This is an optimization exercise on Yosys and OpenROAD, whose aim is small area, a short achievable clock period and few clock cycles per item, not a production implementation. Function was checked by simulation only, so behaviour that the tests miss may differ from the original.

run A:
Design qrow_decoder, start of the top module:
module qrow_decoder (
    input  wire         clk,
    input  wire         rst_n,
    input  wire         in_valid,
    output wire         in_ready,
    input  wire [127:0] in_bits,
    input  wire [7:0]   in_avail,
    output reg          out_valid,
    input  wire         out_ready,
    output wire         out_err,
    output wire [6:0]   out_len,
    output wire         out_is_last,
    output wire         out_is_neighbor,
    output wire [7:0]   out_qrow,
    output wire [15:0]  out_hitmap,
    output wire [63:0]  out_tot
);
Size in the first run: about 1900 cells after synthesis, ~240 I/O pins, about 0.015 sq mm of cells after synthesis.
==> flow/config.mk <==
export PLATFORM = sky130hd
export DESIGN_NAME = qrow_decoder
export DESIGN_NICKNAME = qrow_decoder
export VERILOG_FILES = /design/flow/design.v
export SDC_FILE = /design/flow/constraint.sdc
export NUM_CORES = 4
export LEC_CHECK = 0
export ABC_AREA = 1
export CAP_MARGIN = 20
export CORE_MARGIN = 2
export CORE_UTILIZATION = 30
export PLACE_DENSITY = 0.35
export SETUP_SLACK_MARGIN = 0.3
export SLEW_MARGIN = 20
==> flow/constraint.sdc <==
create_clock -name core_clock -period 32.0 [get_ports {clk}]
set_input_delay 6.4000 -clock core_clock [delete_from_list [all_inputs] [get_ports {clk}]]
set_output_delay 6.4000 -clock core_clock [all_outputs]
set_load 0.01 [all_outputs]
standard.sh (not shown) runs the stock make flow with config.mk's settings and CLKGATE_MAP_FILE= SYNTH_SCRIPT=/design/flow/synth_recipe.tcl, a recipe that flattens the netlist after the stock synthesis.
==> flow/flow/run.sh <==
#!/bin/bash
# The standard layout, run with three changes that leave the clock and
# constraints as they are:
#  - synthesis maps the logic with an area-oriented ABC script (flops and
#    their names come out of Yosys exactly as in the standard synthesis);
#  - plain port buffers;
#  - setup repair aimed well inside the clock period.
# The make output goes to make_flow.log; each ORFS step keeps its own log
# under orfs/logs.
set -euo pipefail
W=$(pwd)
rm -rf "$W/scripts_area"
cp -r "$FLOW_HOME/scripts" "$W/scripts_area"
cat > "$W/scripts_area/abc_area.script" <<'EOA'
strash
dch
amap
EOA
bash standard.sh "SCRIPTS_DIR=$W/scripts_area" "SETUP_SLACK_MARGIN=18" "BUFFER_PORTS_ARGS=-buffer_cell sky130_fd_sc_hd__buf_2" finish > make_flow.log 2>&1
Testbench counts of run A, summed over its fixed seeds: cycles 24,008, items 24,000.
Setup changes, run A to run B
# run A
export LEC_CHECK = 0
export ABC_AREA = 1
export CAP_MARGIN = 20
export CORE_MARGIN = 2
export CORE_UTILIZATION = 30
export PLACE_DENSITY = 0.35
export SETUP_SLACK_MARGIN = 0.3
export SLEW_MARGIN = 20
create_clock -name core_clock -period 32.0 [get_ports {clk}]
# run B
export LEC_CHECK = 0
export ABC_AREA = 1
export CAP_MARGIN = 20
export CORE_MARGIN = 2
export CORE_UTILIZATION = 50
export CTS_BUF_LIST = sky130_fd_sc_hd__clkbuf_8
export CTS_CLUSTER_SIZE = 40
export PLACE_DENSITY = 0.6
export SETUP_SLACK_MARGIN = 0.3
export SLEW_MARGIN = 20
create_clock -name core_clock -period 32.0 [get_ports {clk}]
diff --git a/flow/flow/run.sh b/flow/flow/run.sh
--- a/flow/flow/run.sh
+++ b/flow/flow/run.sh
@@ -15,2 +15,5 @@
 strash
+&get -n
+&deepsyn -T 60
+&put
 dch
@@ -18,2 +21,2 @@
 EOA
-bash standard.sh "SCRIPTS_DIR=$W/scripts_area" "SETUP_SLACK_MARGIN=18" "BUFFER_PORTS_ARGS=-buffer_cell sky130_fd_sc_hd__buf_2" finish > make_flow.log 2>&1
+bash standard.sh "SCRIPTS_DIR=$W/scripts_area" "SETUP_SLACK_MARGIN=19" "BUFFER_PORTS_ARGS=-buffer_cell sky130_fd_sc_hd__buf_1" finish > make_flow.log 2>&1
Results
Relative to run A, the layout net count of run B is higher by 3.6%.
Run B vs run A — area enclosed by the die boundary dropped about 40%.
From run A to run B the numbers moved as follows: detail-routed via count per cell grew by 0.77; global-route total usage across every layer grew by 11 points; instance count of the mapped netlist grew by 51; cell count shrank by about 7%.
[compare] base=run A new=run B: count of non-CTS inverters in the layout shows an increase of 54; sequential share of layout area +1.1 points; maximum frequency grew by 3.0%.
For run C, these inputs were changed with respect to run B:
# run B
export LEC_CHECK = 0
export ABC_AREA = 1
export CAP_MARGIN = 20
export CORE_MARGIN = 2
export CORE_UTILIZATION = 50
export CTS_BUF_LIST = sky130_fd_sc_hd__clkbuf_8
export CTS_CLUSTER_SIZE = 40
export PLACE_DENSITY = 0.6
export SETUP_SLACK_MARGIN = 0.3
export SLEW_MARGIN = 20
create_clock -name core_clock -period 32.0 [get_ports {clk}]
# run C
export LEC_CHECK = 0
export ABC_AREA = 1
export CAP_MARGIN = 20
export CORE_MARGIN = 2
export CORE_UTILIZATION = 30
export PLACE_DENSITY = 0.35
export SETUP_SLACK_MARGIN = 0.3
export SLEW_MARGIN = 20
create_clock -name core_clock -period 32.0 [get_ports {clk}]
diff --git a/flow/flow/run.sh b/flow/flow/run.sh
--- a/flow/flow/run.sh
+++ b/flow/flow/run.sh
@@ -15,5 +15,2 @@
 strash
-&get -n
-&deepsyn -T 60
-&put
 dch
@@ -21,2 +18,2 @@
 EOA
-bash standard.sh "SCRIPTS_DIR=$W/scripts_area" "SETUP_SLACK_MARGIN=19" "BUFFER_PORTS_ARGS=-buffer_cell sky130_fd_sc_hd__buf_1" finish > make_flow.log 2>&1
+bash standard.sh "SCRIPTS_DIR=$W/scripts_area" "SETUP_SLACK_MARGIN=19" "BUFFER_PORTS_ARGS=-buffer_cell sky130_fd_sc_hd__buf_2" finish > make_flow.log 2>&1
Diff run B -> run C | net count after synthesis | decrease of 51. Of run B and run C, the run reporting the lower worst hold slack was run C. Time the final worst path needs with I/O delays and setup ends up higher on run B. [compare] base=run B new=run C: proportion of cell area occupied by multi-input gates -0.17 points, core utilization -22 points. Row area fraction in and, or, nand and nor cells after synthesis: run C lower / run B higher. The design area number comes out higher for run C vs run B.
Inputs modified between run C and run D:
# run C
export LEC_CHECK = 0
export ABC_AREA = 1
export CAP_MARGIN = 20
export CORE_MARGIN = 2
export CORE_UTILIZATION = 30
export PLACE_DENSITY = 0.35
export SETUP_SLACK_MARGIN = 0.3
export SLEW_MARGIN = 20
create_clock -name core_clock -period 32.0 [get_ports {clk}]
# run D
export LEC_CHECK = 0
export ABC_AREA = 1
export CAP_MARGIN = 20
export CORE_MARGIN = 2
export CORE_UTILIZATION = 50
export CTS_BUF_LIST = sky130_fd_sc_hd__clkbuf_8
export CTS_CLUSTER_SIZE = 40
export PLACE_DENSITY = 0.6
export SETUP_SLACK_MARGIN = 0.3
export SLEW_MARGIN = 20
create_clock -name core_clock -period 32.0 [get_ports {clk}]
diff --git a/flow/flow/run.sh b/flow/flow/run.sh
--- a/flow/flow/run.sh
+++ b/flow/flow/run.sh
@@ -18,2 +18,2 @@
 EOA
-bash standard.sh "SCRIPTS_DIR=$W/scripts_area" "SETUP_SLACK_MARGIN=19" "BUFFER_PORTS_ARGS=-buffer_cell sky130_fd_sc_hd__buf_2" finish > make_flow.log 2>&1
+bash standard.sh "SCRIPTS_DIR=$W/scripts_area" "SETUP_SLACK_MARGIN=19" "BUFFER_PORTS_ARGS=-buffer_cell sky130_fd_sc_hd__buf_1" finish > make_flow.log 2>&1
Findings:
- Between run C and run D, the number of nets in the final layout is higher for run C.
- Run D — sequential portion of the cell area 1.2 points higher, run C as reference
- STATUS worst slack on hold paths: run D loses against run C
- What run C reported for wire length has to be multiplied by 0.861 to get the figure for run D.

afterwards: timing with drivers on the ports:
The flow's constraints put no driver on any port. The routed layouts listed below were extracted and timed again, unchanged, in two steps.
Step 1: set_driving_cell puts a clkbuf_16 on clk and a buf_2 on each other input, an assumption about the parent block.
Step 2, shift: input delay + t, output delay - t, t = (earliest + latest rising clock arrival at the registers) / 2. This alone moves slack from input paths to output paths.
Slacks: ideal ports / drivers / drivers and shift; pairs: ideal ports / drivers.
run | shift t [ns] | setup WS [ns] | worst setup path at the end | worst data-port slew with drivers (ns)
run A | 0.530 | 18.413 / 18.452 / 17.922 | input to register | 0.05
run B | 0.516 | 18.811 / 18.776 / 18.733 | input to register | 0.04
run C | 0.516 | 18.826 / 18.786 / 18.668 | input to register | 0.16
run D | 0.525 | 18.816 / 18.778 / 18.698 | input to register | 0.07
After both steps setup and hold are still met in every run listed. For run A, which loses most, drivers alone change the setup slack by +0.039 ns; drivers and shift together by -0.491 ns.
